Context: an optimization exercise on an open-source flow, tuned for small area, a short achievable clock period and few clock cycles. The choices shown serve that exercise and are no tape-out recipe. At most, simulation tests tie the RTL to the original design; equivalence was not proved. Power and IR drop assume default switching activity.

// bc_rx_engine
module bc_rx_engine (
    input  wire       clk,
    input  wire       rst,         
    input  wire       in_valid,
    output wire       in_ready,
    input  wire       in_kind,     
    input  wire [2:0] in_op,
    input  wire [7:0] in_data,
    output wire       out_valid,
    output wire [7:0] out_data,
    output wire       out_last,
    input  wire       out_ready
);
Size: ~2,500 cells after synthesis, ~27 I/O pins.
export LEC_CHECK = 0
export CAP_MARGIN = 20
export CORE_MARGIN = 2
export CORE_UTILIZATION = 70
export CTS_BUF_LIST = sky130_fd_sc_hd__clkbuf_16
export CTS_CLUSTER_DIAMETER = 120
export CTS_CLUSTER_SIZE = 30
export SLEW_MARGIN = 20
create_clock -name core_clock -period 12.0 [get_ports {clk}]
standard.sh (not shown) runs the stock make flow with config.mk's settings and CLKGATE_MAP_FILE= SYNTH_SCRIPT=/design/flow/synth_recipe.tcl, a recipe that flattens the netlist after the stock synthesis.
==> flow/flow/run.sh <==
#!/bin/bash
set -euo pipefail
bash standard.sh \
  "BUFFER_PORTS_ARGS=-buffer_cell sky130_fd_sc_hd__buf_2" \
  "SETUP_SLACK_MARGIN=${FLOW_SETUP_MARGIN:-8.5}" \
  finish > standard_finish.log 2>&1
Testbench counts at the start, summed over its fixed seeds: cycles 12,035.
Then changed:
--- a/flow/config.mk
+++ b/flow/config.mk
@@ -10,5 +10,5 @@
 export CORE_UTILIZATION = 70
 export CTS_BUF_LIST = sky130_fd_sc_hd__clkbuf_16
-export CTS_CLUSTER_DIAMETER = 120
-export CTS_CLUSTER_SIZE = 30
+export CTS_CLUSTER_DIAMETER = 100
+export CTS_CLUSTER_SIZE = 24
 export SLEW_MARGIN = 20
Result:
- area after synthesis does not change
- critical path depth does not change
- total power grows by a few percent
- final cell count grows slightly
- combinational power barely changes
- via count is about the same
- non-clock buffer count shrinks by 1
Then changed:
==> flow/flow/run.sh (replaced) <==
#!/bin/bash
set -euo pipefail
bash standard.sh \
  "BUFFER_PORTS_ARGS=-buffer_cell sky130_fd_sc_hd__buf_2" \
  "SETUP_SLACK_MARGIN=${FLOW_SETUP_MARGIN:-8.0}" \
  finish > standard_finish.log 2>&1
Effect: The changed run finished with timing, DRC and antenna clean; cell area is about the same; maximum frequency decreases by a little under a tenth; total power increases slightly; wire length decreases by a few percent; utilization decreases by 0.18 points; non-clock buffer count decreases by 1.

---

== the baseline ==
bc_rx_engine, a different RTL version from the one above (not shown whole).
For scale: about 2400 cells after synthesis, ~990 flip-flops, ~27 I/O pins, roughly 41000 sq um of cells after synthesis.
export LEC_CHECK = 0
export CAP_MARGIN = 5
export CORE_MARGIN = 2
export CORE_UTILIZATION = 70
export CTS_BUF_LIST = sky130_fd_sc_hd__clkbuf_16
export CTS_CLUSTER_DIAMETER = 100
export CTS_CLUSTER_SIZE = 24
export SLEW_MARGIN = 5
create_clock -name core_clock -period 12.0 [get_ports {clk}]
==> flow/flow/run.sh <==
#!/bin/bash
set -euo pipefail
bash standard.sh \
  "BUFFER_PORTS_ARGS=-buffer_cell sky130_fd_sc_hd__buf_2" \
  "SETUP_SLACK_MARGIN=${FLOW_SETUP_MARGIN:-9.0}" \
  finish > standard_finish.log 2>&1
[inputs] the candidate vs the baseline
- CAP_MARGIN changed from 5 to 20
- SLEW_MARGIN changed from 5 to 20
==> comparison <==
Setup slack: lower on the baseline
Reported for the candidate and the baseline, number of buffers added on ports turned out identical to the last digit.
Number of antenna repair diodes ends up higher on the candidate.
| fraction of power consumed by the clock network | the baseline vs the candidate | ≈ equal |
Count of plain and timing-repair buffers, the candidate and the baseline: larger value in the baseline
For overall power of the completed layout, the candidate and the baseline come out practically identical.
Between the candidate and the baseline, the difference in routability congestion estimate is negligible.
No functional check of the RTL was part of any run of this note.

---

bc_rx_engine, a different RTL version from the one above (not shown whole).
For scale: ~2,500 cells after synthesis, ~1,000 flip-flops.
Settings: LEC_CHECK=0, CAP_MARGIN=20, CORE_MARGIN=2, CORE_UTILIZATION=70, CTS_BUF_LIST=sky130_fd_sc_hd__clkbuf_16, CTS_CLUSTER_DIAMETER=100, CTS_CLUSTER_SIZE=24, PLACE_DENSITY=0.5, SLEW_MARGIN=20; clock period 12.0 ns.
==> flow/flow/run.sh <==
#!/bin/bash
set -euo pipefail
bash standard.sh \
  "BUFFER_PORTS_ARGS=-buffer_cell sky130_fd_sc_hd__buf_2" \
  "SETUP_SLACK_MARGIN=${FLOW_SETUP_MARGIN:-8.5}" \
  finish > standard_finish.log 2>&1
Testbench counts at the start, summed over its fixed seeds: cycles 11,545.
Rerun with:
Settings changed: PLACE_DENSITY 0.5 to 0.8.
Result: The new run ran to the end with no violations. Wire length rises by 1.9%. Global-route usage rises by 0.84 points. Power barely changes. Synthesized cell count stays the same. Setup slack loses 6.8 ps. Sequential power stays flat. Sequential share of layout area rises by 0.31 points. Clock power barely changes.

---

== rev 12 ==
bc_rx_engine, a different RTL version from the one above (not shown whole).
Size in the first run: roughly 990 flip-flops.
clock: 12.0 ns
lec_check: 0
cap_margin: 20
core_margin: 2
core_utilization: 40
cts_buf_list: sky130_fd_sc_hd__clkbuf_8
slew_margin: 20
run.sh (not shown) runs the stock make flow with config.mk's settings and CLKGATE_MAP_FILE= SYNTH_SCRIPT=/design/flow/synth_recipe.tcl, a recipe that flattens the netlist after the stock synthesis.
Stock flow here: none of the scripts above is used.
Testbench counts of rev 12, summed over its fixed seeds: cycles 12,035.
Input-level comparison between rev 13 and rev 12:
# rev 12
export LEC_CHECK = 0
export CAP_MARGIN = 20
export CORE_MARGIN = 2
export CORE_UTILIZATION = 40
export CTS_BUF_LIST = sky130_fd_sc_hd__clkbuf_8
export SLEW_MARGIN = 20
create_clock -name core_clock -period 12.0 [get_ports {clk}]
# rev 13
export LEC_CHECK = 0
export CAP_MARGIN = 20
export CORE_MARGIN = 2
export CORE_UTILIZATION = 40
export SLEW_MARGIN = 20
create_clock -name core_clock -period 12.0 [get_ports {clk}]
==> flow/flow/run.sh (new file) <==
#!/bin/bash
set -euo pipefail
bash standard.sh \
  "BUFFER_PORTS_ARGS=-buffer_cell sky130_fd_sc_hd__buf_2" \
  "SETUP_SLACK_MARGIN=${FLOW_SETUP_MARGIN:-8.0}" \
  finish > standard_finish.log 2>&1
==> flow/standard.sh (new file) <==
#!/bin/bash
# synth_recipe.tcl (not shown) runs the flow's synth.tcl, then flattens the netlist and writes it again
# the make line also repeats each setting of config.mk as NAME=value (left out here)
make -C /OpenROAD-flow-scripts/flow DESIGN_CONFIG=/design/flow/config.mk WORK_HOME=/design/flow/orfs CLKGATE_MAP_FILE= SYNTH_SCRIPT=/design/flow/synth_recipe.tcl "${@:-finish}"
removed: flow/run.sh
- Rev 12 has lower clock-cell share of area than rev 13.
- Rev 13 against rev 12: final instance count without filler cells now sits lower; register-to-register slack now sits higher; logic depth of the worst path, buffers included now sits higher; design area now sits higher.
- Internal cell power (rev 13 / rev 12): 1.07
- Global-route usage: rev 12 vs rev 13 — no meaningful difference
- Across both runs, fraction of area in registers was lower for rev 13 than for rev 12.
- In rev 13, clock group share of total power is higher than in rev 12.

---

## purple
Another version of the RTL of bc_rx_engine (not shown whole).
For scale: about 2300 cells after synthesis, roughly 990 flip-flops, ~27 I/O pins.
==> flow/config.mk <==
export PLATFORM = sky130hd
export DESIGN_NAME = bc_rx_engine
export DESIGN_NICKNAME = bc_rx_engine
export VERILOG_FILES = /design/flow/design.v
export SDC_FILE = /design/flow/constraint.sdc
export NUM_CORES = 4
export LEC_CHECK = 0
export CAP_MARGIN = 20
export CORE_MARGIN = 2
export CORE_UTILIZATION = 60
export CTS_BUF_LIST = sky130_fd_sc_hd__clkbuf_8
export SLEW_MARGIN = 20
==> flow/constraint.sdc <==
create_clock -name core_clock -period 12.0 [get_ports {clk}]
set_input_delay 2.4000 -clock core_clock [delete_from_list [all_inputs] [get_ports {clk}]]
set_output_delay 2.4000 -clock core_clock [all_outputs]
set_load 0.01 [all_outputs]
standard.sh (not shown) runs the stock make flow with config.mk's settings and CLKGATE_MAP_FILE= SYNTH_SCRIPT=/design/flow/synth_recipe.tcl, a recipe that flattens the netlist after the stock synthesis.
==> flow/flow/run.sh <==
#!/bin/bash
set -euo pipefail
bash standard.sh \
  "BUFFER_PORTS_ARGS=-buffer_cell sky130_fd_sc_hd__buf_2" \
  "SETUP_SLACK_MARGIN=${FLOW_SETUP_MARGIN:-8.0}" \
  finish > standard_finish.log 2>&1
Testbench counts of purple, summed over its fixed seeds: cycles 12,035.
Inputs modified between purple and blue:
-- flow/config.mk --
<<< purple, line 11
export CTS_BUF_LIST = sky130_fd_sc_hd__clkbuf_8
>>> blue, line 11
Findings:
The final layout from blue, which completed every stage, passed the timing, DRC and antenna checks at the end of the flow.
Looking at slowest stage cell on the critical path, the sky130_fd_sc_hd__edfxtp_1 result is from purple; the sky130_fd_sc_hd__nor2b_1 one comes from blue.
On worst hold margin, purple and blue are basically level.
Diff purple -> blue: setup slack of the critical path after layout rose by 75 ps; die area stayed essentially flat; number of global-route vias before repair fell by about 2.4%; final period demand of the worst path fell by 75 ps.
Delta (blue minus purple): arrival time at the worst endpoint +2880 ps; end-of-flow core utilization +0.25 points; number of enable flip-flop cells after synthesis ~0 delta; combinational share of power ~0 delta; met2 track demand over resource -0.16 points.
A launching element of the worst setup path of o_d[1]$_DFFE_PP_ is what purple shows, while out_ready belongs to blue.

re-timing with driven ports:
The results above use ideal ports. As a check the final layouts listed here were re-extracted and re-timed, cells and wires unchanged.
Step 1 (the two cells are an assumption about what drives the block):
set clk [get_ports {clk}]
set_driving_cell -lib_cell sky130_fd_sc_hd__clkbuf_16 $clk
set_driving_cell -lib_cell sky130_fd_sc_hd__buf_2 [delete_from_list [all_inputs] $clk]
Step 2 adds t to the input delays and takes it off the output delays; t is the mean of the earliest and latest rising clock arrival at the registers after step 1. Input paths then give back, and output paths get back, about the clock's delay inside the block.
Three values: ideal, step 1, step 2; two values: the first two.
| run | shift t [ns] | setup WS [ns] | worst data-port slew with drivers (ns) |
|---|---|---|---|
| the first run of note 1 | 0.671 | 8.445 / 8.383 / 7.961 | 0.03 |
| the second run of note 1 | 0.674 | 8.438 / 8.377 / 7.938 | 0.03 |
| the third run of note 1 | 0.685 | 8.129 / 8.129 / 7.540 | 0.03 |
| the baseline | 0.687 | 8.269 / 8.203 / 8.412 | 0.04 |
| the candidate | 0.685 | 8.277 / 8.212 / 8.411 | 0.04 |
| the first run of note 3 | 0.679 | 8.462 / 8.399 / 7.925 | 0.03 |
| the second run of note 3 | 0.696 | 8.455 / 8.388 / 7.884 | 0.04 |
| rev 12 | 0.877 | 7.544 / 7.490 / 7.372 | 0.08 |
| rev 13 | 0.720 | 8.065 / 8.065 / 7.681 | 0.10 |
| purple | 0.841 | 8.083 / 8.017 / 7.482 | 0.05 |
| blue | 0.710 | 8.158 / 8.160 / 7.491 | 0.04 |
After both steps every run listed still meets setup and hold. For blue, which loses most, drivers alone change the setup slack by +0.002 ns; drivers and shift together by -0.667 ns.
